Source: an optimization exercise on an open RTL-to-GDS flow (aim: small area and a short achievable clock period). Production flows keep margins and buffers that such runs may drop. Only simulation tests tie the RTL to the original design; equivalence was not proved. Power and IR drop assume default switching activity.

### design/flow/flow/run.sh
#!/bin/bash
# Standard ORFS layout, with repair_timing aiming past the clock period's
# slack, buf_6 port buffers, and a CTS without dummy loads and with larger
# sink clusters.
set -euo pipefail
bash standard.sh \
  SETUP_SLACK_MARGIN=6.5 \
  "BUFFER_PORTS_ARGS=-buffer_cell sky130_fd_sc_hd__buf_6" \
  "CTS_ARGS=-sink_clustering_enable -repair_clock_nets -dont_use_dummy_load -sink_clustering_size 20 -sink_clustering_max_diameter 60" \
  finish > standard_make.log 2>&1
### design/flow/standard.sh
#!/bin/bash
# synth_recipe.tcl (not shown) runs the flow's synth.tcl, then flattens the netlist and writes it again
# the make line also repeats each setting of config.mk as NAME=value (left out here)
make -C /OpenROAD-flow-scripts/flow DESIGN_CONFIG=/design/flow/config.mk WORK_HOME=/design/flow/orfs CLKGATE_MAP_FILE= SYNTH_SCRIPT=/design/flow/synth_recipe.tcl "${@:-finish}"
### design/flow/config.mk
export PLATFORM = sky130hd
export DESIGN_NAME = ess_rx_codec
export DESIGN_NICKNAME = ess_rx_codec
export VERILOG_FILES = /design/flow/design.v
export SDC_FILE = /design/flow/constraint.sdc
export NUM_CORES = 4
export LEC_CHECK = 0
export CAP_MARGIN = 20
export CORE_MARGIN = 2
export CORE_UTILIZATION = 45
export SLEW_MARGIN = 20
export TNS_END_PERCENT = 10
### design/flow/constraint.sdc
create_clock -name core_clock -period 10.0 [get_ports {clk}]
set_input_delay 2.0000 -clock core_clock [delete_from_list [all_inputs] [get_ports {clk}]]
set_output_delay 2.0000 -clock core_clock [all_outputs]
set_load 0.01 [all_outputs]
### design/flow/design.v
module ess_rx_codec (
    input  wire        clk,
    input  wire        rst,           
    input  wire        rx_valid,
    input  wire [31:0] rx_word,
    output reg         rx_rsp_valid,
    output reg  [31:0] rx_rsp,
    input  wire        cmd_valid,
    input  wire [31:0] cmd_word,
    output reg         cmd_rsp_valid,
    output wire [31:0] cmd_rsp
);
    localparam integer P_CAP = 500;
    localparam integer NFR   = 63;       
    localparam integer F_PHY = 504;
    localparam integer NPR   = 64;       
    localparam [7:0] SM  = 8'h24;
    localparam [7:0] EM1 = 8'h40;
    localparam [7:0] EM2 = 8'h23;
    localparam [7:0] AK1 = 8'h2A;
    localparam [7:0] AK2 = 8'h25;
    localparam [3:0] RC_OK        = 4'h0;
    localparam [3:0] RC_FRAME     = 4'h1;
    localparam [3:0] RC_ACK       = 4'h2;
    localparam [3:0] RC_OVERFLOW  = 4'h3;
    localparam [3:0] RC_UNDERFLOW = 4'h4;
    localparam [3:0] RC_RANGE     = 4'h9;
    localparam [3:0] RC_ILLEGAL   = 4'hA;
    localparam [1:0] P_AWAIT_START = 2'd0;
    localparam [1:0] P_COLLECTING  = 2'd1;
    localparam [1:0] P_AWAIT_END1  = 2'd2;
    localparam [1:0] P_AWAIT_END2  = 2'd3;
    localparam [1:0] A_START   = 2'd0;
    localparam [1:0] A_GOT_SM  = 2'd1;
    localparam [1:0] A_GOT_AK1 = 2'd2;
    reg [2:0] c8;             
    wire [1:0] cnt = c8[1:0];
    reg [3:0] coh;            
    reg [31:0] rsp_q;         
    reg [7:0]  rsp_b;         
    assign cmd_rsp = {rsp_q[31:8], rsp_q[7:0] | rsp_b};
    reg [8:0] rdidx;
    reg [8:0] wridx;
    reg [8:0] fill;
    reg [8:0] wp;             
    reg [8:0] ap;             
    reg [3:0] pq_n;           
    reg [7:0] hq [0:7];       
    reg [7:0] pf;             
    reg [7:0] pg [0:7];       
    reg       armed;
    reg       dpend;
    reg       inb;
    reg [7:0] len;
    reg [7:0] flen;
    reg [7:0] pcount;
    reg [1:0] pst;
    reg       fv;
    reg [1:0] ast;
    reg [7:0] pay0;           
    reg [7:0] fw_v;
    reg [7:0] fw_d [0:7];
    reg [3:0] pw_v;
    reg [7:0] pw_d [0:3];
    reg [5:0] pw_r [0:3];
    reg       nf_v;
    reg [7:0] nf_d;
    reg [5:0] nf_r;
    reg       np_v;
    reg [7:0] np_d;
    reg [5:0] np_r;
    wire [3:0]  c_op  = cmd_word[31:28];
    wire        c_s   = cmd_word[27];
    wire [10:0] c_rsv = cmd_word[26:16];
    wire [7:0]  c_a   = cmd_word[15:8];
    wire [7:0]  c_d   = cmd_word[7:0];
    wire c_hi_zero = (c_rsv == 11'd0);
    wire c_nop    = cmd_word == 32'h0000_0000;
    wire c_pop    = cmd_word == 32'h3000_0000;
    wire c_rearm  = cmd_word == 32'h4000_0000;
    wire c_setlen = (c_op == 4'h5) && !c_s && c_hi_zero && (c_a == 8'd0);
    wire c_parse  = (c_op == 4'h6) && !c_s && c_hi_zero && (c_a == 8'd0);
    wire c_parsef = cmd_word == 32'h6800_0000;
    wire c_pack   = (c_op == 4'h7) && !c_s && c_hi_zero && (c_a == 8'd0);
    wire c_packf  = cmd_word == 32'h7800_0000;
    wire c_rdpay  = (c_op == 4'h9) && !c_s && c_hi_zero && (c_d == 8'd0);
    wire c_rdreg  = (c_op == 4'hD) && !c_s && c_hi_zero && (c_d == 8'd0);
    wire c_legal = c_nop | c_pop | c_rearm | c_setlen | c_parse | c_parsef |
                   c_pack | c_packf | c_rdpay | c_rdreg;
    wire r_nop    = rx_word == 32'h0000_0000;
    wire r_push   = rx_word[31:8] == 24'h100000;
    wire r_detach = rx_word == 32'h2000_0000;
    wire [7:0] r_d = rx_word[7:0];
    wire [8*8*NFR-1:0] fq;        
    wire [8*4*NPR-1:0] pq;        
    wire [5:0] wp_r    = wp[8:3];
    wire [5:0] wp_r_m1 = (wp_r == 6'd0) ? NFR-1 : wp_r - 6'd1;
    wire [2:0] e1      = c8 + 3'd1;
    wire [5:0] wr_e1   = (e1 < wp[2:0]) ? wp_r : wp_r_m1;
    wire [1:0] q1      = cnt + 2'd1;
    genvar gr;
    generate
        for (gr = 0; gr < NFR; gr = gr + 1) begin : fring
            reg [7:0] p0, p1, p2, p3, p4, p5, p6, p7;
            always @(posedge clk) begin
                p0 <= p1;
                p1 <= p2;
                p2 <= p3;
                p3 <= p4;
                p4 <= p5;
                p5 <= p6;
                p6 <= p7;
                p7 <= (nf_v && nf_r == gr) ? nf_d : p0;
            end
            assign fq[gr*64 +: 64] = {p7, p6, p5, p4, p3, p2, p1, p0};
        end
        for (gr = 0; gr < NPR; gr = gr + 1) begin : pring
            reg [7:0] p0, p1, p2, p3;
            always @(posedge clk) begin
                p0 <= p1;
                p1 <= p2;
                p2 <= p3;
                p3 <= (np_v && np_r == gr) ? np_d : p0;
            end
            assign pq[gr*32 +: 32] = {p3, p2, p1, p0};
        end
    endgenerate
    localparam integer NG = 8;                
    wire [5:0] ap_r    = ap[8:3];
    wire       ap_at   = (ap[2:0] == c8);
    wire [2:0] ph2     = c8 + 3'd2;           
    wire       ps_next = (ph2 < ap[2:0]);     
    reg  [NFR-1:0] ap_dec;
    reg  [NFR-1:0] ps_sel;
    reg  [7:0] pg_d [0:NG-1];
    reg  [7:0] pf_d;
    integer k, g;
    always @(*) begin
        for (k = 0; k < NFR; k = k + 1)
            ap_dec[k] = (ap_r == k);
        for (k = 0; k < NFR; k = k + 1)
            ps_sel[k] = ps_next ? ap_dec[(k + NFR - 1) % NFR] : ap_dec[k];
        for (g = 0; g < NG; g = g + 1)
            pg_d[g] = 8'd0;
        for (k = 0; k < NFR; k = k + 1)
            pg_d[k / 8] = pg_d[k / 8] | ({8{ps_sel[k]}} & fq[k*64 + 16 +: 8]);
        pf_d = 8'd0;
        for (g = 0; g < NG; g = g + 1)
            pf_d = pf_d | pg[g];
    end
    wire       ap_hit  = nf_v && (nf_r == ap_r);
    wire [7:0] feed_b  = ap_hit ? nf_d : pf;
    wire [1:0] pa_j   = c_a[1:0];
    wire [5:0] pa_r   = c_a[7:2];
    reg  [3:0] pa_jdec;
    reg  [3:0] pa_psel;
    reg  [7:0] pa_ring_lo;    
    reg  [7:0] pa_ring_hi;    
    reg  [7:0] pa_cl [0:3];
    reg  [7:0] pa_ch [0:3];
    integer m, q, e;
    always @(*) begin
        for (q = 0; q < 4; q = q + 1)
            pa_jdec[q] = (pa_j == q);
        for (q = 0; q < 4; q = q + 1) begin
            pa_psel[q] = 1'b0;
            for (e = 0; e < 4; e = e + 1)
                pa_psel[q] = pa_psel[q] | (pa_jdec[e] & coh[(e - q) & 3]);
        end
        for (q = 0; q < 4; q = q + 1) begin
            pa_cl[q] = 8'd0;
            pa_ch[q] = 8'd0;
            for (m = 0; m < NPR; m = m + 1)
                if (m < NPR/2)
                    pa_cl[q] = pa_cl[q] | ({8{pa_r == m}} & pq[m*32 + q*8 +: 8]);
                else
                    pa_ch[q] = pa_ch[q] | ({8{pa_r == m}} & pq[m*32 + q*8 +: 8]);
        end
        pa_ring_lo = 8'd0;
        pa_ring_hi = 8'd0;
        for (q = 0; q < 4; q = q + 1) begin
            pa_ring_lo = pa_ring_lo | ({8{pa_psel[q]}} & pa_cl[q]);
            pa_ring_hi = pa_ring_hi | ({8{pa_psel[q]}} & pa_ch[q]);
        end
    end
    wire       pa_hit  = pw_v[pa_j] && (pw_r[pa_j] == pa_r);
    wire [7:0] pa_byte = (c_a == 8'd0) ? pay0 : pa_hit ? pw_d[pa_j] : pa_ring_lo;
    wire       pa_hi_ok = c_rdpay && (c_a != 8'd0) && (c_a != 8'hFF) && !pa_hit;
    wire fifo_empty = (fill == 9'd0);
    wire fifo_full  = (fill == P_CAP);
    wire c_takes   = cmd_valid && (c_pop || c_parsef || c_packf);
    wire c_take_ok = c_takes && !fifo_empty;
    wire [7:0] hd = hq[0];
    wire       c_sel_hd = c_s;
    wire [7:0] c_byte = c_sel_hd ? hd : c_d;
    wire b_sm  = c_sel_hd ? (hd == SM)  : (c_d == SM);
    wire b_em1 = c_sel_hd ? (hd == EM1) : (c_d == EM1);
    wire b_em2 = c_sel_hd ? (hd == EM2) : (c_d == EM2);
    wire b_ak1 = c_sel_hd ? (hd == AK1) : (c_d == AK1);
    wire b_ak2 = c_sel_hd ? (hd == AK2) : (c_d == AK2);
    wire pc_last = (pcount + 8'd1 == flen);
    wire do_dstep = cmd_valid && (c_parse  || (c_parsef && !fifo_empty));
    wire do_astep = cmd_valid && (c_pack   || (c_packf  && !fifo_empty));
    wire frame_done = (pst == P_AWAIT_END2) && b_em2;
    wire ack_done   = (ast == A_GOT_AK1)    && b_ak2;
    wire [8:0] fill_m1 = fill - 9'd1;
    wire [8:0] fill_p1 = fill + 9'd1;
    wire       armed_c = (cmd_valid && c_rearm) ? 1'b1 : armed;
    wire       dpend_c = (cmd_valid && c_rearm) ? 1'b0 : dpend;
    reg  [15:0] reg_val;
    reg         reg_ok;
    always @(*) begin
        reg_ok  = 1'b1;
        reg_val = 16'd0;
        case (c_a)
            8'h00: reg_val = {11'd0, inb, 1'b0, fv, dpend, armed};
            8'h01: reg_val = {12'd0, ast, pst};
            8'h02: reg_val = {7'd0, fill};
            8'h03: reg_val = {7'd0, rdidx};
            8'h04: reg_val = {7'd0, wridx};
            8'h05: reg_val = {8'd0, len};
            8'h06: reg_val = {8'd0, flen};
            8'h07: reg_val = {8'd0, pcount};
            8'h08: reg_val = 16'd0;
            8'h09: reg_val = 16'd0;
            8'h0A: reg_val = P_CAP;
            default: reg_ok = 1'b0;
        endcase
    end
    reg [3:0]  c_rc;
    reg [15:0] c_data;
    always @(*) begin
        c_rc   = RC_OK;
        c_data = 16'd0;
        if (!c_legal) begin
            c_rc = RC_ILLEGAL;
        end else if (c_pop) begin
            if (fifo_empty) c_rc = RC_UNDERFLOW;
            else            c_data = {8'd0, hd};
        end else if (c_parse || c_parsef) begin
            if (c_parsef && fifo_empty) begin
                c_rc = RC_UNDERFLOW;
            end else if (frame_done) begin
                c_rc   = RC_FRAME;
                c_data = {flen, c_byte};
            end else begin
                c_data = {8'd0, c_byte};
            end
        end else if (c_pack || c_packf) begin
            if (c_packf && fifo_empty) begin
                c_rc = RC_UNDERFLOW;
            end else begin
                if (ack_done) c_rc = RC_ACK;
                c_data = {8'd0, c_byte};
            end
        end else if (c_rdpay) begin
            if (c_a == 8'hFF) c_rc = RC_RANGE;
            else              c_data = {8'd0, pa_byte};
        end else if (c_rdreg) begin
            if (reg_ok) c_data = reg_val;
            else        c_rc   = RC_RANGE;
        end
    end
    wire r_push_v   = rx_valid && r_push;
    wire r_detach_v = rx_valid && r_detach;
    wire r_full     = fifo_full && !c_take_ok;
    wire r_push_ok  = r_push_v && !r_full;
    wire [8:0] wridx_inc = (wridx == P_CAP-1) ? 9'd0 : wridx + 9'd1;
    wire [8:0] rdidx_inc = (rdidx == P_CAP-1) ? 9'd0 : rdidx + 9'd1;
    wire [8:0] ap_inc    = (ap == F_PHY-1) ? 9'd0 : ap + 9'd1;
    wire [8:0] wp_inc    = (wp == F_PHY-1) ? 9'd0 : wp + 9'd1;
    wire arr_empty = (ap == wp);
    wire pq_room   = (pq_n != 4'd8) || c_take_ok;
    wire ins_feed  = ap_at && !arr_empty && pq_room;
    wire ins_push  = r_push_ok && arr_empty && pq_room;
    wire ins       = ins_feed || ins_push;
    wire [7:0] ins_b = arr_empty ? r_d : feed_b;
    wire [3:0] pq_n_m1 = pq_n - 4'd1;
    wire [3:0] pq_n_p1 = pq_n + 4'd1;
    wire arr_push  = r_push_ok && !ins_push;
    wire ins_t  = (ap_at && !arr_empty) || (r_push_v && arr_empty);
    wire ins_k  = ((ap_at && !arr_empty) || (r_push_v && !fifo_full && arr_empty)) &&
                  (pq_n != 4'd8);
    reg [7:0] hq_t [0:7];
    reg [7:0] hq_k [0:7];
    integer i;
    always @(*) begin
        for (i = 0; i < 8; i = i + 1) begin
            hq_t[i] = (ins_t && pq_n == i + 1) ? ins_b : ((i == 7) ? hq[7] : hq[i+1]);
            hq_k[i] = (ins_k && pq_n == i)     ? ins_b : hq[i];
        end
    end
    reg [3:0] r_rc;
    always @(*) begin
        r_rc = RC_OK;
        if (!(r_nop || r_push || r_detach)) r_rc = RC_ILLEGAL;
        else if (r_push && r_full)          r_rc = RC_OVERFLOW;
    end
    wire pay_we = do_dstep && (pst == P_COLLECTING);
    wire cap_f = arr_push && (wp[2:0] == e1);
    wire cap_p = pay_we && (pcount[1:0] == q1) && (pcount != 8'd0);
    integer j;
    always @(posedge clk) begin
        rx_rsp  <= {r_rc, 28'd0};
        rsp_q   <= {c_rc, 12'd0, c_data};
        rsp_b   <= pa_hi_ok ? pa_ring_hi : 8'd0;
        pf <= pf_d;
        nf_d <= cap_f ? r_d : fw_d[e1];
        nf_r <= cap_f ? wp_r : wr_e1;
        np_d <= cap_p ? c_byte : pw_d[q1];
        np_r <= cap_p ? pcount[7:2] : pw_r[q1];
        for (j = 0; j < 8; j = j + 1)
            pg[j] <= pg_d[j];
        for (j = 0; j < 8; j = j + 1)
            hq[j] <= c_take_ok ? hq_t[j] : hq_k[j];
        if (pay_we && pcount == 8'd0) pay0 <= c_byte;
        for (j = 0; j < 8; j = j + 1) begin
            if (arr_push && wp[2:0] == j) begin
                fw_d[j] <= r_d;
            end
        end
        for (j = 0; j < 4; j = j + 1) begin
            if (pay_we && pcount[1:0] == j && pcount != 8'd0) begin
                pw_d[j] <= c_byte;
                pw_r[j] <= pcount[7:2];
            end
        end
        if (rst) begin
            c8            <= 3'd0;
            coh           <= 4'b0001;
            fw_v          <= 8'd0;
            nf_v          <= 1'b0;
            np_v          <= 1'b0;
            pw_v          <= 4'd0;
            rdidx         <= 9'd0;
            wridx         <= 9'd0;
            ap            <= 9'd0;
            wp            <= 9'd0;
            pq_n          <= 4'd0;
            fill          <= 9'd0;
            armed         <= 1'b0;
            dpend         <= 1'b0;
            inb           <= 1'b0;
            len           <= 8'd0;
            flen          <= 8'd0;
            pcount        <= 8'd0;
            pst           <= P_AWAIT_START;
            fv            <= 1'b0;
            ast           <= A_START;
            rx_rsp_valid  <= 1'b0;
            cmd_rsp_valid <= 1'b0;
        end else begin
            c8  <= c8 + 3'd1;
            nf_v <= cap_f || fw_v[e1];
            np_v <= cap_p || pw_v[q1];
            coh <= {coh[2:0], coh[3]};
            for (j = 0; j < 8; j = j + 1) begin
                if (arr_push && wp[2:0] == j)
                    fw_v[j] <= 1'b1;
                else if (c8 == j)
                    fw_v[j] <= 1'b0;
            end
            for (j = 0; j < 4; j = j + 1) begin
                if (pay_we && pcount[1:0] == j && pcount != 8'd0)
                    pw_v[j] <= 1'b1;
                else if (cnt == j)
                    pw_v[j] <= 1'b0;
            end
            rx_rsp_valid  <= rx_valid;
            cmd_rsp_valid <= cmd_valid;
            if (c_take_ok) rdidx <= rdidx_inc;
            if (r_push_ok) wridx <= wridx_inc;
            if (r_push_ok) wp    <= wp_inc;
            if (c_take_ok) begin
                fill <= r_push_v ? fill : fill_m1;
                if (ins_t) ap <= ap_inc;
                pq_n <= ins_t ? pq_n : pq_n_m1;
            end else begin
                fill <= (r_push_v && !fifo_full) ? fill_p1 : fill;
                if (ins_k) ap <= ap_inc;
                pq_n <= ins_k ? pq_n_p1 : pq_n;
            end
            if (r_detach_v) begin
                armed <= 1'b0;
                dpend <= 1'b1;
                inb   <= 1'b0;
            end else begin
                armed <= armed_c;
                dpend <= dpend_c;
                if (r_push_v && armed_c) inb <= 1'b1;
            end
            if (cmd_valid && c_setlen) len <= c_d;
            if (do_dstep) begin
                case (pst)
                    P_AWAIT_START: begin
                        if (b_sm) begin
                            flen   <= len;
                            pcount <= 8'd0;
                            fv     <= 1'b0;
                            pst    <= (len == 8'd0) ? P_AWAIT_END1 : P_COLLECTING;
                        end
                    end
                    P_COLLECTING: begin
                        pcount <= pcount + 8'd1;
                        if (pc_last) pst <= P_AWAIT_END1;
                    end
                    P_AWAIT_END1: begin
                        pst <= b_em1 ? P_AWAIT_END2 : P_AWAIT_START;
                    end
                    P_AWAIT_END2: begin
                        pst <= P_AWAIT_START;
                        if (b_em2) fv <= 1'b1;
                    end
                endcase
            end
            if (do_astep) begin
                case (ast)
                    A_START:   if (b_sm) ast <= A_GOT_SM;
                    A_GOT_SM:  ast <= b_ak1 ? A_GOT_AK1 : A_START;
                    default:   ast <= A_START;
                endcase
            end
        end
    end
endmodule
==> impl_metrics.yaml, run 1 <==
clock_network:
  insertion_delay_ns: 1.02
  cts_hold_buf: 0
  root_buffer: "clkbuf_16"
  cts_max_path_buffers: 4
  htree_levels: 5
  clkTransAtPathRegs_ns: 0.06
  numClockSinks: 6507
  cts_tree: "yes"
  numCtsBuffers: 407
setup_path:
  cp_num_buf_inv: 2
  cp_slowest_stage_delay_ns: 0.66
  reg2regPathDepth: 6
  r2r_start: "ap[5]$_SDFFE_PP0P_"
  critical_path.max_fanout: 27
  path_cells: "bufbuf_16, nand2b_1, nor2_2, buf_4, a22oi_1, nand4_1, nor2_1, a21oi_1, nor4_2, nor2_1"
  critical_path_arrival_ns: 4.79
  cp.required_ns: 10.83
  critical_path.top_delay_family: "simple AND/OR/NAND/NOR gates"
  crit_type: "in2reg"
  rrSetupSlack_ns: 6.16
  timing.rr.end: "pg[3][1]$_DFF_P_"
  timing.critical_path.from_type: "input pin"
  crit_top_cell: "nor2_1"
  slowest_stage: "nor4_2"
  cp-end-kind: "register"
power:
  pwr-share-seq_pct: 62.4
  swShare_pct: 20.7
  powerDensity_nw_per_um2: 224
  p_int_mw: 33.4
  leakagePower_nw: 73.3
  pwr-share-comb_pct: 1.7
  power.switching_mw: 8.69
  p_clk_share_pct: 35.9
  ir_drop_uv: 183
floorplanning:
  die-width_um: 616
  ios: 134
  dieArea_um2: 380000
  row_count: 224
  die_h_um: 616
  start_util_pct: 45.3
  design.core.area_um2: 372000
sta:
  finalSetupTns_ns: 0
  worst_slack_ns: 6.04
  clock-skew-final_ns: 0.115
  final_hold_viol_count: 0
  fmax_mhz: 253
  rsz0062_at_grt: "true"
  worst_pin_slew_ns: 1.27
  slew_headroom_pct: 15.1
  slew_violations: 0
  setup_viol: 0
  post-route-period-util_pct: 39.6
  layout_min_cycle_time_ns: 3.96
drt:
  drc_errors: 0
  dr.pass1.iters: 8
  vias: 90500
  drtAntennaViolNets: 0
  drt_iter0_markers: 8591
  drt-wirelength-per-cell_um: 27.2
  viasPerCell: 5.40
  finalWirelength_um: 456000
synthesis:
  synth_area_um2: 169000
  synthCells: 11500
  synth_top_family_by_area: "multiplexers"
  ys_seq_area_share_pct: 78.4
  yosys.area_share.simple_pct: 4.59
  async_flop_share_pct: 0
  synth_flop_cell: "dfxtp_1"
  synthMuxAreaShare_pct: 7.74
  syn_avg_cell_area_um2: 14.7
  synth_fa_ha_area_share_pct: 0.316
  synth_xor_area_share_pct: 0.343
  synth_edf_count: 192
  yosysWarnings: 11
  ys_ff_latch: 6507
  synth_compound_area_share_pct: 7.09
  synth.distinct_cells: 97
global_route:
  grt_max_degree: 65
  antenna_found_initial: 14
  first_global_vias: 92400
  grt-ovfl-total: 0
  grt_first_pass_wirelength_um: 653000
  gr-usage-all-layers_pct: 23.3
placed_design:
  port_buffers: 92
  routabilityCongestion: 0.921
  pre_cts_ws_ns: 3.74
  hpwl_um: 287000
layout:
  final_cell_mix: "dfxtp_1, mux2_2, a22oi_1, nand2_1, clkbuf_16"
  layout.nets: 11900
  drive_above_1_share_pct: 18.6
  layout_commonest_cell: "dfxtp_1"
  syn_to_final_growth_pct: 11.7
  nFillCells: 31000
hold_path:
  holdPathStages: 0
  hold_path_startpoint: "pring[24].p1[3]$_DFF_P_"
  hold_end: "pring[24].p0[3]$_DFF_P_"
  min_path_type: "reg2reg"
run:
  drv_cap: 0
status:
  outcome: "timing/DRC/antenna clean"
==> power by group through the flow <==
stage	clock network, mW	logic, mW	registers (mW)
after global routing	16.3	0.741	26.2
final	15.1	0.718	26.2
after CTS	15.4	0.710	26.2
after detailed placement	0	0.669	26.8
after floorplan	0	0.395	26.6
after global placement	0	0.662	26.8
==> registers in the layout, summed over array words and instances (netlist names), 504 cells and up <==
signal / count
fring.p0: 504
pring.p1: 512
fring.p2: 504
pring.p2: 512
fring.p7: 504
fring.p1: 504
fring.p6: 504
fring.p4: 504
fring.p3: 504
fring.p5: 504
pring.p3: 512
pring.p0: 512
==> worst register-to-register path, cell delays in order (launching register included) <==
cell	delay, ns
dfxtp_1	0.88
nand2b_2	0.68
o32a_1	0.64
nor2_1	0.38
a22o_1	0.37
a221oi_1	0.54
nand3_1	0.20
==> metal layers <==
metal  track usage, %  share of wire [%]  up-vias
li1                 -                  -    40600
met1             30.1                 42    45200
met2             38.3                 46     3518
met3             4.04                6.5     1127
met4             10.9                5.3        6
met5                0             0.0099        -
==> Yosys cell counts, types with 24 or more instances <==
library cell | number | share of area, %
a222oi_1 | 83 | 0.49
nor3_1 | 79 | 0.23
xor2_1 | 32 | 0.17
edfxtp_1 | 192 | 3.4
a22oi_1 | 971 | 4.3
buf_1 | 39 | 0.087
buf_2 | 88 | 0.26
or2_2 | 33 | 0.12
nand3_1 | 124 | 0.37
nand2b_1 | 28 | 0.10
and3_1 | 100 | 0.37
dfxtp_1 | 6315 | 75
xnor2_1 | 34 | 0.18
ha_1 | 41 | 0.30
a22o_1 | 52 | 0.27
a21oi_1 | 119 | 0.35
mux2i_1 | 61 | 0.36
o21ai_0 | 127 | 0.38
inv_1 | 54 | 0.12
buf_4 | 53 | 0.24
nor4_1 | 96 | 0.36
mux2_2 | 1053 | 7.0
nand2_1 | 450 | 1.0
a32oi_1 | 30 | 0.16
mux4_2 | 24 | 0.32
nand4_1 | 184 | 0.68
nor2_1 | 304 | 0.68
clkbuf_1 | 348 | 0.77
a221oi_1 | 53 | 0.28
==> area by class of cell <==
cell class	instances	area, um^2	area share (%)
antenna	8	20.0	0.0106
clock buffer	407	10200	5.41
inverter	56	226	0.120
multi-input combinational	4447	35700	18.9
sequential	6507	132000	70.3
tap	4972	6220	3.30
timing repair buffer	363	3670	1.95
==> cell families after synthesis <==
logic type,Yosys count
compound gates,1607
fa+ha+maj,42
mux,1140
simple gates,1544
buf+inv,587
flops,6507
other cells,1
xor+xnor,66
==> metrics by stage <==
step | cell area (um^2) | hold slack (ns) | total power [mW] | utilization, % | cells
2_1_floorplan | 169000 | 0.310 | 27.0 | - | 11500
3_3_place_gp | 176000 | 0.310 | 27.5 | 47.2 | 16300
3_5_place_dp | 176000 | 0.312 | 27.5 | 47.2 | 16300
4_1_cts | 188000 | 0.235 | 42.3 | 50.4 | 16700
5_1_grt | 188000 | 0.251 | 43.3 | 50.5 | 16800
6_report | 188000 | 0.269 | 42.1 | 50.5 | 16800
==> worst max-delay path by stage <==
stage	start	endpoint	depth (start not counted)
floorplan	cmd_word[5]	fill[8]$_SDFFE_PP0P_	13
global placement	cmd_word[10]	rsp_q[5]$_SDFF_PP0_	10
detailed placement	cmd_word[10]	rsp_q[2]$_SDFF_PP0_	10
CTS	rsp_b[6]$_SDFF_PN0_	cmd_rsp[6]	2
global route	cmd_word[14]	fill[8]$_SDFFE_PP0P_	15
finish	cmd_word[12]	rsp_b[0]$_SDFF_PN0_	10
==> what timing repair did <==
| item | in CTS | in global routing |
|---|---|---|
| resized for setup | 194 | 92 |
| pin swaps | 38 | 26 |
| endpoints found under the setup margin | 462 | 447 |
| endpoints found under the hold margin | 0 | 0 |
| setup buffers | 53 | 20 |
| gates cloned | 8 | 6 |
==> run 2, diff against run 1 <==
--- a/design/flow/config.mk
+++ b/design/flow/config.mk
@@ -7,6 +7,6 @@
 export LEC_CHECK = 0
 export CAP_MARGIN = 20
 export CORE_MARGIN = 2
-export CORE_UTILIZATION = 45
+export CORE_UTILIZATION = 58
 export SLEW_MARGIN = 20
 export TNS_END_PERCENT = 10
==> run 2 against run 1 <==
  * Still clean on timing, DRC and antenna
  * Non-clock buffer count rose by 37
  * Total power fell by 1.1%
  * Combinational power grew 8.6%
  * Area after synthesis did not move
  * Clock power decreased by 3%
  * Highest routed layer unchanged
==> impl_metrics.yaml, run 2 <==
floorplanning:
  row_count: 197
  design.core.area_um2: 289000
  dieArea_um2: 295000
  die_h_um: 543
  start_util_pct: 58.4
  ios: 134
  die-width_um: 543
drt:
  drtAntennaViolNets: 0
  drt-wirelength-per-cell_um: 28.8
  drt_iter0_markers: 9254
  vias: 90700
  finalWirelength_um: 452000
  drc_errors: 0
  dr.pass1.iters: 19
  viasPerCell: 5.79
power:
  ir_drop_uv: 204
  leakagePower_nw: 73.2
  pwr-share-seq_pct: 62.9
  swShare_pct: 20.6
  powerDensity_nw_per_um2: 223
  pwr-share-comb_pct: 1.9
  p_clk_share_pct: 35.2
  power.switching_mw: 8.58
  p_int_mw: 33.0
global_route:
  grt-ovfl-total: 0
  grt_first_pass_wirelength_um: 644000
  top_usage_layer: "met2"
  met1_usage_pct: 40.7
  grt_max_degree: 65
  grtUsageMet2_pct: 47.8
  first_global_vias: 90400
  gr-usage-all-layers_pct: 30.0
  grt_use_met3_pct: 4.47
  antenna_found_initial: 15
synthesis:
  synthTopCellsByCount: "dfxtp_1, mux2_2, a22oi_1"
  ys_seq_area_share_pct: 78.4
  synth_area_um2: 169000
  yosys.cell_count.top_type: "dfxtp_1"
  synth.distinct_cells: 97
  synthCells: 11500
  async_flop_share_pct: 0
  yosysTopAreaCellShare_pct: 75.0
  yosysTopAreaCell: "dfxtp_1"
  synth_flop_cell: "dfxtp_1"
  synth_edf_count: 192
  ys_ff_latch: 6507
  syn_avg_cell_area_um2: 14.7
  yosysWarnings: 11
  synth.top_cells.by_area: "dfxtp_1, mux2_2, a22oi_1"
sta:
  final_hold_viol_count: 0
  layout_min_cycle_time_ns: 4.09
  setup_viol: 0
  finalSetupTns_ns: 0
  fmax_mhz: 245
  worst_pin_slew_ns: 1.24
  rsz0062_at_grt: "true"
  post-route-period-util_pct: 40.9
  slew_violations: 0
  slew_headroom_pct: 17.0
  clock-skew-final_ns: 0.0789
layout:
  syn_to_final_growth_pct: 10.8
  layout_commonest_cell: "dfxtp_1"
  final_cell_mix: "dfxtp_1, mux2_2, a22oi_1, nand2_1, clkbuf_16"
  layout.nets: 11900
  final_cell_count_no_fill: 15700
  drive_above_1_share_pct: 18.6
placed_design:
  routabilityCongestion: 0.997
  hpwl_um: 285000
  dp.cells: 15200
  port_buffers: 92
clock_network:
  cts_tree: "yes"
  htree_levels: 5
  numClockSinks: 6507
  numCtsBuffers: 385
  root_buffer: "clkbuf_16"
  insertion_delay_ns: 0.95
  clkTransAtPathRegs_ns: 0.08
  cts_max_path_buffers: 4
status:
  outcome: "timing/DRC/antenna clean"
hold_path:
  min_path_type: "reg2reg"
setup_path:
  rrSetupSlack_ns: 6.29
  timing.critical_path.from_type: "input pin"
  crit_type: "in2reg"
  cp.required_ns: 10.78
  critical_path.max_fanout: 18
  cp-end-kind: "register"
  critical_path_arrival_ns: 4.87
run:
  drv_cap: 0
==> run 2: logic make-up (layout without fill, tap and decap cells) <==
kind of cell	after synthesis	count (layout)	synth area share, %
other cells	1	47	0.00222
mux	1140	1140	7.74
compound gates	1607	1608	7.09
flops	6507	6507	78.4
xor+xnor	66	66	0.343
simple gates	1544	1547	4.59
buf+inv	587	841	1.50
fa+ha+maj	42	42	0.316
==> run 2: path summary, 6_finish.rpt <==
check / endpoint / startpoint / depth (start not counted)
setup / recovery: rsp_q[28]$_SDFF_PP0_ / cmd_word[27] / 7
hold reg to reg: fring[34].p2[3]$_DFF_P_ / fring[34].p3[3]$_DFF_P_ / 0
setup reg to reg: pg[7][3]$_DFF_P_ / ap[4]$_SDFFE_PP0P_ / 8
hold / removal: fring[34].p2[3]$_DFF_P_ / fring[34].p3[3]$_DFF_P_ / 0
==> run 2: area by class of cell <==
| type | instances | area, um^2 |
|---|---|---|
| antenna | 6 | 15.0 |
| fill | 21000 | 102000 |
| timing repair buffer | 400 | 3980 |
| sequential | 6507 | 132000 |
| clock buffer | 385 | 9630 |
| tap | 3880 | 4850 |
| inverter | 56 | 226 |
| multi-input combinational | 4444 | 35800 |
==> run 2: power by group through the flow <==
stage	logic (mW)	clock network, mW	registers, mW
2_1_floorplan	0.395	0	26.6
3_3_place_gp	0.691	0	26.8
3_5_place_dp	0.701	0	26.8
4_1_cts	0.769	14.9	26.2
5_1_grt	0.806	15.8	26.2
6_report	0.780	14.7	26.2
==> run 2: worst max-delay path: stages <==
cell	delay (ns)
buf_6	0.19
mux2i_1	0.76
nand2b_1	0.16
nor3_1	0.20
nor4b_1	0.59
and3b_1	0.54
nand2b_1	0.41
==> run 2: layer usage <==
metal	vias to the layer above	wire [um]
met5	-	31
met4	6	23200
met3	1042	30500
met2	3780	206000
met1	45400	193000
li1	40500	-
==> run 2: per-stage QoR <==
step           cell area (um^2)  hold slack (ns)  power, mW  utilization [%]  worst slack (ns)
6_report                 187000            0.282       41.6             64.7              5.91
5_1_grt                  187000            0.276       42.8             64.7              5.94
4_1_cts                  186000            0.269       41.8             64.4              6.03
3_5_place_dp             175000            0.312       27.5             60.5              3.93
3_3_place_gp             175000            0.310       27.5             60.5              4.05
2_1_floorplan            169000            0.310       27.0                -              5.53
==> run 2: timing repair <==
item,CTS,global route
endpoints found under the hold margin,0,0
pin swaps,33,29
setup buffers,75,38
gates resized for setup,195,82
gates cloned,7,4
hold buffers,0,0
setup endpoints to repair,422,414
==> run 3, diff against run 2 <==
--- a/design/flow/design.v
+++ b/design/flow/design.v
@@ -37,8 +37,12 @@
     wire [1:0] cnt = c8[1:0];
     reg [3:0] coh;            
     reg [31:0] rsp_q;         
+    reg [7:0]  rsp_a;         
     reg [7:0]  rsp_b;         
-    assign cmd_rsp = {rsp_q[31:8], rsp_q[7:0] | rsp_b};
+    reg        rsp_ae;        
+    reg        rsp_be;
+    assign cmd_rsp = {rsp_q[31:8], rsp_q[7:0] | ({8{rsp_ae}} & rsp_a) |
+                                                ({8{rsp_be}} & rsp_b)};
     reg [8:0] rdidx;
     reg [8:0] wridx;
     reg [8:0] fill;
@@ -184,8 +188,8 @@
         end
     end
     wire       pa_hit  = pw_v[pa_j] && (pw_r[pa_j] == pa_r);
-    wire [7:0] pa_byte = (c_a == 8'd0) ? pay0 : pa_hit ? pw_d[pa_j] : pa_ring_lo;
-    wire       pa_hi_ok = c_rdpay && (c_a != 8'd0) && (c_a != 8'hFF) && !pa_hit;
+    wire [7:0] pa_byte = (c_a == 8'd0) ? pay0 : pa_hit ? pw_d[pa_j] : 8'd0;
+    wire       pa_rg_ok = c_rdpay && (c_a != 8'd0) && (c_a != 8'hFF) && !pa_hit;
     wire fifo_empty = (fill == 9'd0);
     wire fifo_full  = (fill == P_CAP);
     wire c_takes   = cmd_valid && (c_pop || c_parsef || c_packf);
@@ -303,7 +307,10 @@
     always @(posedge clk) begin
         rx_rsp  <= {r_rc, 28'd0};
         rsp_q   <= {c_rc, 12'd0, c_data};
-        rsp_b   <= pa_hi_ok ? pa_ring_hi : 8'd0;
+        rsp_a   <= pa_ring_lo;
+        rsp_b   <= pa_ring_hi;
+        rsp_ae  <= pa_rg_ok && !c_a[7];
+        rsp_be  <= pa_rg_ok && c_a[7];
         pf <= pf_d;
         nf_d <= cap_f ? r_d : fw_d[e1];
         nf_r <= cap_f ? wp_r : wr_e1;
--- a/design/flow/config.mk
+++ b/design/flow/config.mk
@@ -7,6 +7,6 @@
 export LEC_CHECK = 0
 export CAP_MARGIN = 20
 export CORE_MARGIN = 2
-export CORE_UTILIZATION = 58
+export CORE_UTILIZATION = 45
 export SLEW_MARGIN = 20
 export TNS_END_PERCENT = 10
==> run 3 against run 2 <==
  * Critical path depth is 2 higher
  * Worst hold slack worse by 0.048 ns
  * Total power is 0.98% higher
  * Highest routed layer unchanged
==> impl_metrics.yaml, run 3 <==
sta:
  final_hold_viol_count: 0
  setup_viol: 0
  finalSetupTns_ns: 0
  clock-skew-final_ns: 0.124
  slew_headroom_pct: 19.1
  post-route-period-util_pct: 41.0
  fmax_mhz: 244
  layout_min_cycle_time_ns: 4.10
  rsz0062_at_grt: "true"
  worst_slack_ns: 5.90
  slew_violations: 0
  worst_pin_slew_ns: 1.21
power:
  powerDensity_nw_per_um2: 224
  power.switching_mw: 8.68
  ir_drop_uv: 201
  swShare_pct: 20.7
  pwr-share-seq_pct: 62.4
  p_total_mw: 42.0
  p_int_mw: 33.3
  p_clk_share_pct: 35.8
  leakagePower_nw: 72.1
  pwr-share-comb_pct: 1.8
clock_network:
  clkTransAtPathRegs_ns: 0.08
  numClockSinks: 6517
  root_buffer: "clkbuf_16"
  insertion_delay_ns: 0.95
  cts_tree: "yes"
  cts_max_path_buffers: 4
  cts_hold_buf: 0
  htree_levels: 5
  numCtsBuffers: 404
synthesis:
  yosysTopAreaCell: "dfxtp_1"
  synthTopCellsByCount: "dfxtp_1, a22oi_1, mux2_2"
  yosysWarnings: 11
  async_flop_share_pct: 0
  synth.top_cells.by_area: "dfxtp_1, mux2_2, a22oi_1"
  yosys.cell_count.top_type: "dfxtp_1"
  synth_flop_cell: "dfxtp_1"
  synth.distinct_cells: 92
  ys_ff_latch: 6517
  synth_area_um2: 169000
  ys_seq_area_share_pct: 78.2
  syn_avg_cell_area_um2: 14.7
  synth_edf_count: 192
  synthCells: 11500
  yosysTopAreaCellShare_pct: 74.8
global_route:
  gr-usage-all-layers_pct: 22.7
  antenna_found_initial: 14
  grt-ovfl-total: 0
  grt_first_pass_wirelength_um: 643000
  grt_max_degree: 81
  first_global_vias: 92700
placed_design:
  pre_cts_ws_ns: 4.23
  port_buffers: 92
  routabilityCongestion: 0.921
  hpwl_um: 285000
  dp.cells: 16300
drt:
  finalWirelength_um: 447000
  drt-wirelength-per-cell_um: 26.7
  drt_iter0_markers: 8608
  dr.pass1.iters: 8
  viasPerCell: 5.43
  drtAntennaViolNets: 0
  drc_errors: 0
  vias: 90900
layout:
  drive_above_1_share_pct: 17.7
  layout.nets: 11900
  syn_to_final_growth_pct: 10.9
  multi_input_area_um2: 35500
  post-route-util_pct: 50.1
  final_cell_count_no_fill: 16700
  seq_area_um2: 132000
  layout_commonest_cell: "dfxtp_1"
  final_cell_mix: "dfxtp_1, a22oi_1, mux2_2, clkbuf_16, nand2_1"
  nFillCells: 31600
setup_path:
  critical_path_arrival_ns: 4.87
  critical_path.top_delay_family: "simple AND/OR/NAND/NOR gates"
  timing.rr.end: "pg[1][0]$_DFF_P_"
  cp_slowest_stage_delay_ns: 0.74
  rrSetupSlack_ns: 5.94
  r2r_start: "c8[0]$_SDFF_PP0_"
  crit_type: "in2reg"
  crit_cells: 9
  path_cells: "buf_6, nand2_2, nor2_4, buf_16, a22oi_1, nand4_1, nor4_1, nor2_1, or4_1"
  crit_start: "cmd_word[15]"
  cp-endpoint: "rsp_b[7]$_DFF_P_"
  timing.critical_path.from_type: "input pin"
  critical_path.max_fanout: 18
  cp.required_ns: 10.77
  slowest_stage: "nand2_2"
  cp_num_buf_inv: 2
  reg2regPathDepth: 11
  cp-end-kind: "register"
floorplanning:
  dieArea_um2: 381000
  ios: 134
  design.core.area_um2: 375000
  die_h_um: 617
  row_count: 225
  die-width_um: 617
  start_util_pct: 45.1
status:
  outcome: "timing/DRC/antenna clean"
hold_path:
  min_path_type: "reg2reg"
  hold_path_startpoint: "pring[6].p3[3]$_DFF_P_"
run:
  drv_cap: 0
run 3: cell types whose count changed in the layout (fill, tap and decap cells not counted), moves of 28 or more:
cell       change
inv_1         +28
nand2_1       -75
a222oi_1      -42
a221o_1       +42
a21oi_1       -33
o2111ai_1     +96
and3_1        -36
nand4_1       +77
a22oi_1       +92
nand3_1       -63
run 3: stage by stage:
stage / area, um^2 / hold slack [ns]
final: 188000 / 0.234
after global routing: 188000 / 0.229
after CTS: 187000 / 0.240
after detailed placement: 177000 / 0.312
after global placement: 176000 / 0.310
after floorplan: 169000 / 0.310
run 3: cell families (layout without fill, tap and decap cells):
kind of cell             Yosys count  in the layout  share of synthesized area [%]
AO/OA/AOI/OAI                   1723           1726                           7.59
XOR/XNOR                          64             64                          0.331
adder cells (fa/ha/maj)           42             42                          0.315
buffers and inverters            654            826                           1.59
flip-flops                      6517           6517                           78.2
multiplexers                    1134           1134                           7.73
other                              1             46                        0.00222
AND/OR/NAND/NOR                 1391           1396                           4.20
run 3: area by class of cell:
| class | count | share of cell area, % |
|---|---|---|
| antenna | 5 | 0.00667 |
| clock buffer | 404 | 5.39 |
| inverter | 80 | 0.165 |
| multi-input combinational | 4403 | 18.9 |
| sequential | 6517 | 70.6 |
| tap | 4994 | 3.33 |
| timing repair buffer | 342 | 1.62 |
run 3: worst register-to-register path, delay by kind of cell, from the launching register on:
kind	cells	cell delay [ns]
AOI/OAI and AO/OA	4	1.64
buffers and inverters	3	0.86
and+or+nand+nor	3	0.65
DFF	1	0.55
adders and majority gates	1	0.22
run 3: power by group through the flow:
| stage | combinational, mW | clock, mW | sequential, mW |
|---|---|---|---|
| finish | 0.759 | 15.1 | 26.2 |
| global route | 0.787 | 16.3 | 26.2 |
| CTS | 0.748 | 15.3 | 26.2 |
| detailed placement | 0.737 | 0 | 26.8 |
| global placement | 0.731 | 0 | 26.8 |
| floorplan | 0.405 | 0 | 26.7 |
run 3: how the worst min path moves through the flow:
stage          slack [ns]  cells after the start                      end
2_1_floorplan        0.31                      0   fring[0].p0[0]$_DFF_P_
3_3_place_gp         0.31                      0  fring[49].p6[2]$_DFF_P_
3_5_place_dp         0.31                      0  fring[11].p4[1]$_DFF_P_
4_1_cts              0.24                      0   pring[8].p1[3]$_DFF_P_
5_1_grt              0.23                      0   pring[8].p1[3]$_DFF_P_
6_report             0.23                      0   pring[6].p2[3]$_DFF_P_
run 3: repair_timing:
| action | in CTS | in global routing |
|---|---|---|
| pin swaps | 20 | 32 |
| buffers inserted | 25 | 18 |
| gates cloned | 7 | 3 |
| endpoints found under the setup margin | 474 | 475 |
| resized for setup | 77 | 61 |
run 3: routing by layer:
metal / global-route usage [%] / wire (um)
met3: 3.62 / 28600
met4: 10.0 / 21900
met2: 36.6 / 203000
met1: 30.3 / 194000
met5: 0 / 23
==> run 4, diff against run 3 <==
--- a/design/flow/config.mk
+++ b/design/flow/config.mk
@@ -7,6 +7,6 @@
 export LEC_CHECK = 0
 export CAP_MARGIN = 20
 export CORE_MARGIN = 2
-export CORE_UTILIZATION = 45
+export CORE_UTILIZATION = 52
 export SLEW_MARGIN = 20
 export TNS_END_PERCENT = 10
==> run 4 against run 3 <==
  * Core utilization rose by 7.7 points
  * Clock skew fell by 0.035 ns
  * First-iteration DRC count fell by 7.7%
  * Register-to-register slack improved by 0.37 ns
  * Routed wire length fell by 1.5%
  * Critical path type is now reg2out
  * Largest cell class unchanged
  * Highest routed layer unchanged
==> impl_metrics.yaml, run 4 <==
global_route:
  first_global_vias: 91800
  grt_first_pass_wirelength_um: 633000
  antenna_found_initial: 10
  grt_max_degree: 73
  gr-usage-all-layers_pct: 25.9
  grt-ovfl-total: 0
setup_path:
  critical_path_arrival_ns: 2.02
  crit_type: "reg2out"
  cp_slowest_stage_delay_ns: 0.39
  reg2regPathDepth: 7
  cp-endpoint: "cmd_rsp[7]"
  rrSetupSlack_ns: 6.31
  cp-end-kind: "output pin"
  timing.critical_path.from_type: "register"
  timing.rr.end: "pg[0][5]$_DFF_P_"
  critical_path.max_fanout: 5
  slowest_stage: "dfxtp_4"
  r2r_start: "ap[6]$_SDFFE_PP0P_"
  cp.required_ns: 8.00
  path_cells: "buf_12, a221o_1, buf_6"
  crit_start: "rsp_ae$_DFF_P_"
drt:
  drc_errors: 0
  drt_iter0_markers: 7941
  drtAntennaViolNets: 0
  drt-wirelength-per-cell_um: 27.4
  finalWirelength_um: 440000
  viasPerCell: 5.62
  vias: 90200
  dr.pass1.iters: 26
hold_path:
  hold_path_startpoint: "fring[15].p4[0]$_DFF_P_"
  min_path_type: "reg2reg"
power:
  powerDensity_nw_per_um2: 224
  ir_drop_uv: 154
  leakagePower_nw: 72.1
clock_network:
  cts_max_path_buffers: 4
  htree_levels: 5
  cts_hold_buf: 0
  root_buffer: "clkbuf_16"
  insertion_delay_ns: 0.98
  numCtsBuffers: 398
  clkTransAtPathRegs_ns: 0.08
  cts_tree: "yes"
  numClockSinks: 6517
sta:
  clock-skew-final_ns: 0.0887
  finalSetupTns_ns: 0
  slew_violations: 0
  slew_headroom_pct: 16.3
  final_hold_viol_count: 0
  rsz0062_at_grt: "true"
  setup_viol: 0
  post-route-period-util_pct: 40.2
  worst_pin_slew_ns: 1.25
  fmax_mhz: 249
  layout_min_cycle_time_ns: 4.02
synthesis:
  synthTopCellsByCount: "dfxtp_1, a22oi_1, mux2_2"
  synth_area_um2: 169000
  synth.top_cells.by_area: "dfxtp_1, mux2_2, a22oi_1"
  synthCells: 11500
  ys_seq_area_share_pct: 78.2
  yosysTopAreaCell: "dfxtp_1"
  synth_flop_cell: "dfxtp_1"
  synth_edf_count: 192
  syn_avg_cell_area_um2: 14.7
  yosysWarnings: 11
  yosysTopAreaCellShare_pct: 74.8
  async_flop_share_pct: 0
  yosys.cell_count.top_type: "dfxtp_1"
  synth.distinct_cells: 92
  ys_ff_latch: 6517
placed_design:
  placed_area_um2: 175000
  routabilityCongestion: 0.914
  port_buffers: 92
  hpwl_um: 270000
run:
  drv_cap: 0
floorplanning:
  row_count: 209
  ios: 134
  die-width_um: 574
  start_util_pct: 52.2
  design.core.area_um2: 324000
  dieArea_um2: 330000
  die_h_um: 574
layout:
  layout.nets: 11800
  nFillCells: 25300
  post-route-util_pct: 57.7
  final_cell_mix: "dfxtp_1, a22oi_1, mux2_2, clkbuf_16, nand2_1"
  final_area_um2: 187000
  layout_commonest_cell: "dfxtp_1"
  drive_above_1_share_pct: 17.7
  syn_to_final_growth_pct: 10.5
status:
  outcome: "timing/DRC/antenna clean"
-- run 4: changes by cell type in the layout (fill, tap and decap cells not counted), sizes merged, moves of 2 or more --
cell / before / now
and2: 18 / 20
and3: 64 / 62
buf: 341 / 328
clkbuf: 405 / 401
-- run 4: stage by stage --
stage / instances / hold WS [ns] / setup slack [ns] / total power, mW
after floorplan: 11600 / 0.310 / 5.26 / 27.1
after global placement: 15600 / 0.310 / 4.35 / 27.6
after detailed placement: 15600 / 0.312 / 4.20 / 27.6
after CTS: 16000 / 0.271 / 5.92 / 42.2
after global routing: 16100 / 0.272 / 5.94 / 43.1
final: 16100 / 0.267 / 5.98 / 41.9
-- run 4: layout make-up --
type	count	area (um^2)	area share, %
Antenna cell	5	12.5	0.00669
Tap cell	4325	5410	2.89
Timing Repair Buffer	331	3140	1.68
Multi-Input combinational cell	4401	35800	19.1
Inverter	80	305	0.163
Clock buffer	398	9960	5.33
Sequential cell	6517	132000	70.8
-- run 4: cells by family after synthesis --
family / count (synthesis) / share of synthesized area, %
other cells: 1 / 0.00222
buf+inv: 654 / 1.59
mux: 1134 / 7.73
compound gates: 1723 / 7.59
simple gates: 1391 / 4.20
fa+ha+maj: 42 / 0.315
xor+xnor: 64 / 0.331
flops: 6517 / 78.2
-- run 4: report_power, final --
part           internal (mW)  total [mW]  switching [mW]
Combinational          0.150       0.750           0.600
Sequential              26.1        26.2           0.163
Clock                   7.03        14.9            7.90
Total                   33.2        41.9            8.66
-- run 4: how the worst min path moves through the flow --
stage / to / slack [ns] / cells past startpoint
2_1_floorplan: fring[0].p0[0]$_DFF_P_ / 0.31 / 0
3_3_place_gp: fring[8].p0[0]$_DFF_P_ / 0.31 / 0
3_5_place_dp: fring[13].p2[3]$_DFF_P_ / 0.31 / 0
4_1_cts: fring[15].p3[0]$_DFF_P_ / 0.27 / 0
5_1_grt: fring[15].p3[0]$_DFF_P_ / 0.27 / 0
6_report: fring[15].p3[0]$_DFF_P_ / 0.27 / 0
-- run 4: worst max-delay path, delay by kind of cell, from the launching register on --
kind,cells,cell delay (ns)
flip-flops,1,0.39
AO/OA/AOI/OAI,1,0.37
buffers and inverters,2,0.29
-- run 4: routing by layer --
| layer | part of all wire, % | wire length (um) | vias up | track usage, % |
|---|---|---|---|---|
| met2 | 45 | 200000 | 3333 | 41.6 |
| met4 | 5.2 | 22900 | 2 | 12.1 |
| met1 | 43 | 189000 | 45100 | 34.7 |
| li1 | - | - | 40700 | - |
| met5 | 0.0016 | 7 | - | 0 |
| met3 | 6.3 | 27900 | 1006 | 3.88 |
-- run 4: repair_timing --
action	4_1_cts	5_1_grt
setup buffers	14	56
gates resized for setup	63	121
pin swaps	15	41
endpoints found under the setup margin	485	476
cloned	3	5
==> run 5, diff against run 4 <==
==> design/flow/flow/run.sh (replaced) <==
#!/bin/bash
# Standard ORFS layout, with repair_timing aiming past the clock period's
# slack, buf_6 port buffers, and a CTS without dummy loads, with small sink
# clusters driven by clkbuf_8.
set -euo pipefail
bash standard.sh \
  SETUP_SLACK_MARGIN=6.5 \
  "BUFFER_PORTS_ARGS=-buffer_cell sky130_fd_sc_hd__buf_6" \
  "CTS_ARGS=-sink_clustering_enable -repair_clock_nets -dont_use_dummy_load -sink_clustering_size 16 -sink_clustering_max_diameter 45 -buf_list {sky130_fd_sc_hd__clkbuf_8 sky130_fd_sc_hd__clkbuf_16} -root_buf sky130_fd_sc_hd__clkbuf_16 -sink_clustering_buffer sky130_fd_sc_hd__clkbuf_8" \
  finish > standard_make.log 2>&1
==> run 5 against run 4 <==
  * Total power decreased by 3.5%
  * Highest routed layer unchanged
  * Largest cell class unchanged
  * Register-to-register slack worse by 0.10 ns
  * Critical endpoint is now cmd_rsp[2]
  * Core utilization down 0.52 points
  * Area after synthesis is the same
==> impl_metrics.yaml, run 5 <==
drt:
  finalWirelength_um: 442000
  vias: 90800
  drc_errors: 0
  drt_iter0_markers: 7886
  drtAntennaViolNets: 0
  dr.pass1.iters: 23
  viasPerCell: 5.60
  drt-wirelength-per-cell_um: 27.2
run:
  drv_cap: 0
clock_network:
  cts_tree: "yes"
  clkTransAtPathRegs_ns: 0.09
  insertion_delay_ns: 1.02
  numClockSinks: 6517
  cts_max_path_buffers: 4
  root_buffer: "clkbuf_16"
  htree_levels: 6
  numCtsBuffers: 562
floorplanning:
  dieArea_um2: 330000
  start_util_pct: 52.2
  die_h_um: 574
  row_count: 209
  design.core.area_um2: 324000
  ios: 134
  die-width_um: 574
layout:
  layout.nets: 12000
  final_cell_count_no_fill: 16200
  final_cell_mix: "dfxtp_1, a22oi_1, mux2_2, clkbuf_8, nand2_1"
  syn_to_final_growth_pct: 9.54
  final_area_um2: 185000
  layout_commonest_cell: "dfxtp_1"
  drive_above_1_share_pct: 18.7
  nFillCells: 25600
sta:
  worst_pin_slew_ns: 1.27
  layout_min_cycle_time_ns: 4.04
  clock-skew-final_ns: 0.104
  fmax_mhz: 248
  slew_headroom_pct: 14.9
  finalSetupTns_ns: 0
  post-route-period-util_pct: 40.4
  rsz0062_at_grt: "true"
  final_hold_viol_count: 0
  slew_violations: 0
  worst_slack_ns: 5.96
  setup_viol: 0
setup_path:
  slowest_stage: "a221o_2"
  cp-end-kind: "output pin"
  path_cells: "a221o_2, buf_6"
  critical_path.top_delay_family: "compound AO/OA/AOI/OAI gates"
  crit_type: "reg2out"
  cp_slowest_stage_delay_ns: 0.47
  rrSetupSlack_ns: 6.21
  cp.required_ns: 8.00
  timing.critical_path.from_type: "register"
  critical_path.max_fanout: 8
  critical_path_arrival_ns: 2.04
  cp_num_buf_inv: 1
power:
  ir_drop_uv: 179
  pwr-share-comb_pct: 1.9
  powerDensity_nw_per_um2: 218
  p_int_mw: 31.9
  pwr-share-seq_pct: 64.8
  p_clk_share_pct: 33.3
  leakagePower_nw: 71.5
  power.switching_mw: 8.59
  swShare_pct: 21.2
  p_total_mw: 40.5
placed_design:
  dp.cells: 15600
  placed_area_um2: 175000
  port_buffers: 92
  hpwl_um: 270000
  pre_cts_ws_ns: 4.20
  routabilityCongestion: 0.914
status:
  outcome: "timing/DRC/antenna clean"
global_route:
  first_global_vias: 93000
  grt_first_pass_wirelength_um: 635000
  grt-ovfl-total: 0
  grt_max_degree: 73
  gr-usage-all-layers_pct: 26.0
  antenna_found_initial: 11
synthesis:
  synth_flop_cell: "dfxtp_1"
  synth.top_cells.by_area: "dfxtp_1, mux2_2, a22oi_1"
  yosysTopAreaCell: "dfxtp_1"
  ys_seq_area_share_pct: 78.2
  synth_area_um2: 169000
  synthCells: 11500
  yosys.cell_count.top_type: "dfxtp_1"
  synth.distinct_cells: 92
  synthTopCellsByCount: "dfxtp_1, a22oi_1, mux2_2"
  async_flop_share_pct: 0
  yosysWarnings: 11
  syn_avg_cell_area_um2: 14.7
  synth_edf_count: 192
  ys_ff_latch: 6517
  yosysTopAreaCellShare_pct: 74.8
hold_path:
  min_path_type: "reg2reg"
## run 5: cell counts after synthesis
Identical to the previous run, type by type.
## run 5: worst paths after layout
check | start | endpoint | cells past startpoint
max | rsp_ae$_DFF_P_ | cmd_rsp[2] | 2
min | fring[5].p5[1]$_DFF_P_ | fring[5].p4[1]$_DFF_P_ | 0
max reg2reg | c8[1]$_SDFF_PP0_ | pg[2][0]$_DFF_P_ | 10
min reg2reg | fring[5].p5[1]$_DFF_P_ | fring[5].p4[1]$_DFF_P_ | 0
## run 5: kinds of logic after synthesis
family | after synthesis | synth area share, %
flops | 6517 | 78.2
compound gates | 1723 | 7.59
simple gates | 1391 | 4.20
mux | 1134 | 7.73
buf+inv | 654 | 1.59
xor+xnor | 64 | 0.331
fa+ha+maj | 42 | 0.315
other cells | 1 | 0.00222
## run 5: power by group through the flow
stage	Clock (mW)	Sequential (mW)	Combinational (mW)
after global routing	14.8	26.2	0.781
after global placement	0	26.8	0.715
after floorplan	0	26.7	0.405
final	13.5	26.2	0.749
after detailed placement	0	26.8	0.722
after CTS	13.8	26.2	0.727
## run 5: cell type report
cell class                      count  area (um^2)  share of cell area (%)
Inverter                           80          305                   0.165
Clock buffer                      562         8510                    4.59
Sequential cell                  6517       132000                    71.5
Multi-Input combinational cell   4400        35600                    19.2
Tap cell                         4325         5410                    2.92
Timing Repair Buffer              330         3080                    1.66
Antenna cell                        5         12.5                 0.00675
## run 5: stage by stage
stage               hold WS (ns)  utilization, %
floorplan                  0.310               -
global placement           0.310            54.1
detailed placement         0.312            54.2
CTS                        0.291            56.9
global route               0.289            57.2
finish                     0.270            57.2
## run 5: layer usage
metal  vias to the layer above  routed length (um)  GRT usage [%]
met4                         6               21800           12.1
met5                         -                  43              0
met3                      1030               28300           4.12
met1                     45400              190000           34.6
li1                      41000                   -              -
met2                      3484              202000           41.7
## run 5: what timing repair did
action,CTS,global route
endpoints found under the setup margin,484,476
buffers inserted,9,60
cloned,1,6
pin swaps,9,31
hold buffers,0,0
gates resized for setup,57,84
## run 5: worst reg2reg max path: stages (launching register included)
cell	delay (ns)
dfxtp_1	0.42
inv_1	0.12
ha_1	0.31
nor2b_1	0.16
o21a_2	0.26
o21ai_0	0.65
a21oi_2	0.09
buf_4	0.30
a22o_1	0.31
a221oi_1	0.91
o2bb2ai_1	0.16
==> run 6, diff against run 5 <==
--- a/design/flow/design.v
+++ b/design/flow/design.v
@@ -37,12 +37,8 @@
     wire [1:0] cnt = c8[1:0];
     reg [3:0] coh;            
     reg [31:0] rsp_q;         
-    reg [7:0]  rsp_a;         
     reg [7:0]  rsp_b;         
-    reg        rsp_ae;        
-    reg        rsp_be;
-    assign cmd_rsp = {rsp_q[31:8], rsp_q[7:0] | ({8{rsp_ae}} & rsp_a) |
-                                                ({8{rsp_be}} & rsp_b)};
+    assign cmd_rsp = {rsp_q[31:8], rsp_q[7:0] | rsp_b};
     reg [8:0] rdidx;
     reg [8:0] wridx;
     reg [8:0] fill;
@@ -188,8 +184,8 @@
         end
     end
     wire       pa_hit  = pw_v[pa_j] && (pw_r[pa_j] == pa_r);
-    wire [7:0] pa_byte = (c_a == 8'd0) ? pay0 : pa_hit ? pw_d[pa_j] : 8'd0;
-    wire       pa_rg_ok = c_rdpay && (c_a != 8'd0) && (c_a != 8'hFF) && !pa_hit;
+    wire [7:0] pa_byte = (c_a == 8'd0) ? pay0 : pa_hit ? pw_d[pa_j] : pa_ring_lo;
+    wire       pa_hi_ok = c_rdpay && (c_a != 8'd0) && (c_a != 8'hFF) && !pa_hit;
     wire fifo_empty = (fill == 9'd0);
     wire fifo_full  = (fill == P_CAP);
     wire c_takes   = cmd_valid && (c_pop || c_parsef || c_packf);
@@ -307,10 +303,7 @@
     always @(posedge clk) begin
         rx_rsp  <= {r_rc, 28'd0};
         rsp_q   <= {c_rc, 12'd0, c_data};
-        rsp_a   <= pa_ring_lo;
-        rsp_b   <= pa_ring_hi;
-        rsp_ae  <= pa_rg_ok && !c_a[7];
-        rsp_be  <= pa_rg_ok && c_a[7];
+        rsp_b   <= pa_hi_ok ? pa_ring_hi : 8'd0;
         pf <= pf_d;
         nf_d <= cap_f ? r_d : fw_d[e1];
         nf_r <= cap_f ? wp_r : wr_e1;
--- a/design/flow/config.mk
+++ b/design/flow/config.mk
@@ -7,6 +7,6 @@
 export LEC_CHECK = 0
 export CAP_MARGIN = 20
 export CORE_MARGIN = 2
-export CORE_UTILIZATION = 52
+export CORE_UTILIZATION = 45
 export SLEW_MARGIN = 20
 export TNS_END_PERCENT = 10
==> run 6 against run 5 <==
  * Total power about the same
  * Die area rose by 15%
  * Design area grew 0.81%
  * Non-clock buffer count is 47 higher
  * Register-to-register slack got worse by 0.14 ns
  * Largest cell class unchanged
==> impl_metrics.yaml, run 6 <==
status:
  outcome: "timing/DRC/antenna clean"
sta:
  finalSetupTns_ns: 0
  setup_viol: 0
  layout_min_cycle_time_ns: 3.93
  worst_pin_slew_ns: 1.25
  slew_headroom_pct: 16.5
  slew_violations: 0
  post-route-period-util_pct: 39.3
  final_hold_viol_count: 0
  rsz0062_at_grt: "true"
  fmax_mhz: 254
  clock-skew-final_ns: 0.0919
drt:
  dr.pass1.iters: 8
  drtAntennaViolNets: 0
  drt_iter0_markers: 8297
  drc_errors: 0
  vias: 90900
  finalWirelength_um: 458000
  viasPerCell: 5.38
  drt-wirelength-per-cell_um: 27.0
floorplanning:
  die-width_um: 616
  dieArea_um2: 380000
  ios: 134
  design.core.area_um2: 372000
  die_h_um: 616
  start_util_pct: 45.3
  row_count: 224
synthesis:
  yosysTopAreaCell: "dfxtp_1"
  synth.distinct_cells: 97
  yosysTopAreaCellShare_pct: 75.0
  synth_edf_count: 192
  synth_area_um2: 169000
  synthCells: 11500
  synth_flop_cell: "dfxtp_1"
  async_flop_share_pct: 0
  yosysWarnings: 11
  syn_avg_cell_area_um2: 14.7
  ys_ff_latch: 6507
  ys_seq_area_share_pct: 78.4
  yosys.cell_count.top_type: "dfxtp_1"
  synthTopCellsByCount: "dfxtp_1, mux2_2, a22oi_1"
  synth.top_cells.by_area: "dfxtp_1, mux2_2, a22oi_1"
global_route:
  grt_first_pass_wirelength_um: 655000
  first_global_vias: 93400
  gr-usage-all-layers_pct: 23.4
  antenna_found_initial: 15
  grt-ovfl-total: 0
  grt_max_degree: 65
setup_path:
  crit_type: "reg2reg"
  cp.required_ns: 10.84
  r2r_start: "ap[5]$_SDFFE_PP0P_"
  timing.critical_path.from_type: "register"
  path_cells: "nand2b_2, o32a_1, nor2_1, a22o_1, a221oi_1, nand3_1"
  cp-end-kind: "register"
  reg2regPathDepth: 6
  critical_path_arrival_ns: 4.77
  slowest_stage: "dfxtp_1"
  timing.rr.end: "pg[3][2]$_DFF_P_"
  cp_num_buf_inv: 0
  critical_path.max_fanout: 15
  critical_path.top_delay_family: "compound AO/OA/AOI/OAI gates"
  crit_cells: 6
  rrSetupSlack_ns: 6.07
  cp_slowest_stage_delay_ns: 0.90
hold_path:
  holdPathStages: 0
  min_path_type: "reg2reg"
  hold_path_startpoint: "fring[17].p5[4]$_DFF_P_"
  hold_end: "fring[17].p4[4]$_DFF_P_"
clock_network:
  numCtsBuffers: 560
  root_buffer: "clkbuf_16"
  insertion_delay_ns: 1.03
  cts_tree: "yes"
  cts_max_path_buffers: 4
  clkTransAtPathRegs_ns: 0.09
  cts_hold_buf: 0
  htree_levels: 6
  numClockSinks: 6507
layout:
  layout_commonest_cell: "dfxtp_1"
  final_cell_count_no_fill: 16900
  post-route-util_pct: 50.2
  nFillCells: 31200
  syn_to_final_growth_pct: 10.8
  layout.nets: 12100
  drive_above_1_share_pct: 19.8
  final_cell_mix: "dfxtp_1, mux2_2, a22oi_1, clkbuf_8, nand2_1"
run:
  drv_cap: 0
placed_design:
  dp.cells: 16300
  hpwl_um: 287000
  routabilityCongestion: 0.921
  port_buffers: 92
power:
  ir_drop_uv: 175
  leakagePower_nw: 72.8
  powerDensity_nw_per_um2: 216
## run 6: cell types whose count changed after synthesis, sizes merged, moves of 25 or more
cell / delta
nand3: +65
a22o: +27
a222oi: +42
a21oi: +35
o2111ai: -95
and3: +41
buf: +81
a32oi: +26
a22oi: -86
nand2: +75
o21ai: -25
a221o: -43
nand4: -76
clkbuf: -124
## run 6: kinds of logic (layout without fill, tap and decap cells)
family / count (synthesis) / after routing / share of synthesized area (%)
flip-flops: 6507 / 6507 / 78.4
AO/OA/AOI/OAI: 1607 / 1608 / 7.09
AND/OR/NAND/NOR: 1544 / 1545 / 4.59
multiplexers: 1140 / 1140 / 7.74
buffers and inverters: 587 / 993 / 1.50
XOR/XNOR: 66 / 66 / 0.343
adder cells (fa/ha/maj): 42 / 42 / 0.316
other: 1 / 47 / 0.00222
## run 6: final cells by class
class / count / area, um^2 / area share [%]
Tap cell: 4972 / 6220 / 3.33
Clock buffer: 560 / 8480 / 4.54
Antenna cell: 6 / 15.0 / 0.00804
Inverter: 56 / 226 / 0.121
Sequential cell: 6507 / 132000 / 70.8
Timing Repair Buffer: 377 / 3910 / 2.09
Multi-Input combinational cell: 4442 / 35700 / 19.1
## run 6: worst max path at each step
stage                   startpoint  slack [ns]                   end
3_5_place_dp          cmd_word[10]        3.74   rsp_q[2]$_SDFF_PP0_
6_report        ap[5]$_SDFFE_PP0P_        6.07      pg[3][2]$_DFF_P_
2_1_floorplan          cmd_word[5]        5.53  fill[8]$_SDFFE_PP0P_
3_3_place_gp          cmd_word[10]        2.76   rsp_q[5]$_SDFF_PP0_
4_1_cts        rsp_b[7]$_SDFF_PN0_        6.07            cmd_rsp[7]
5_1_grt               cmd_word[12]        6.04   rsp_q[1]$_SDFF_PP0_
## run 6: through the flow
stage	power (mW)	worst slack, ns	instance area (um^2)	hold WS (ns)
global route	41.7	6.04	187000	0.290
floorplan	27.0	5.53	169000	0.310
finish	40.4	6.07	187000	0.276
detailed placement	27.5	3.74	176000	0.312
global placement	27.5	2.76	176000	0.310
CTS	40.7	6.07	186000	0.285
## run 6: worst register-to-register path: cells and delay by family, from the launching register on
family           cells  cell delay, ns
AO/OA/AOI/OAI        3            1.61
flip-flops           1            0.90
AND/OR/NAND/NOR      3            1.27
## run 6: repair_timing
| item | in CTS | in global routing |
|---|---|---|
| pin swaps | 44 | 24 |
| resized for setup | 218 | 115 |
| setup endpoints to repair | 470 | 447 |
| gates cloned | 6 | 3 |
| buffers inserted | 64 | 23 |
## run 6: per-layer routing
layer	GRT usage [%]	routed length, um	vias to the layer above	share of wire, %
met5	0	55	-	0.012
met1	30.0	192000	45300	42
met4	10.9	22900	8	5.0
met3	4.33	30600	1111	6.7
li1	-	-	40800	-
met2	38.3	212000	3697	46
## run 6: report_power, final
| group | total [mW] | internal [mW] | switching [mW] |
|---|---|---|---|
| clock network | 13.5 | 5.62 | 7.83 |
| logic | 0.724 | 0.177 | 0.546 |
| registers | 26.2 | 26.0 | 0.204 |

[port drivers added, routing unchanged]
The flow's constraints put no driver on any port. The routed layouts listed below were extracted and timed again, unchanged, in two steps.
Step 1, drivers: a clkbuf_16 drives clk and a buf_2 each remaining input, both assumed.
Step 2 also shifts input and output timing later by t, the mid clock arrival at the registers, as if the neighbouring blocks saw the same clock.
Three values: no drivers, after step 1, after step 2; two values: the first two.
run	t, ns	setup WS [ns]	latest minus earliest clock arrival (ns)
run 1	1.043	6.041 / 5.889 / 4.846	0.146 / 0.146
run 2	1.004	5.912 / 5.928 / 4.925	0.097 / 0.097
run 3	1.012	5.900 / 5.862 / 4.850	0.166 / 0.167
run 4	1.035	5.977 / 5.877 / 5.002	0.115 / 0.115
run 5	1.077	5.961 / 5.860 / 4.903	0.120 / 0.121
run 6	1.071	6.070 / 5.912 / 4.841	0.112 / 0.111
After both steps every run listed still meets setup and hold. The setup slack of run 6, which loses most, moves by -0.158 ns with the drivers and by -1.229 ns with both steps.
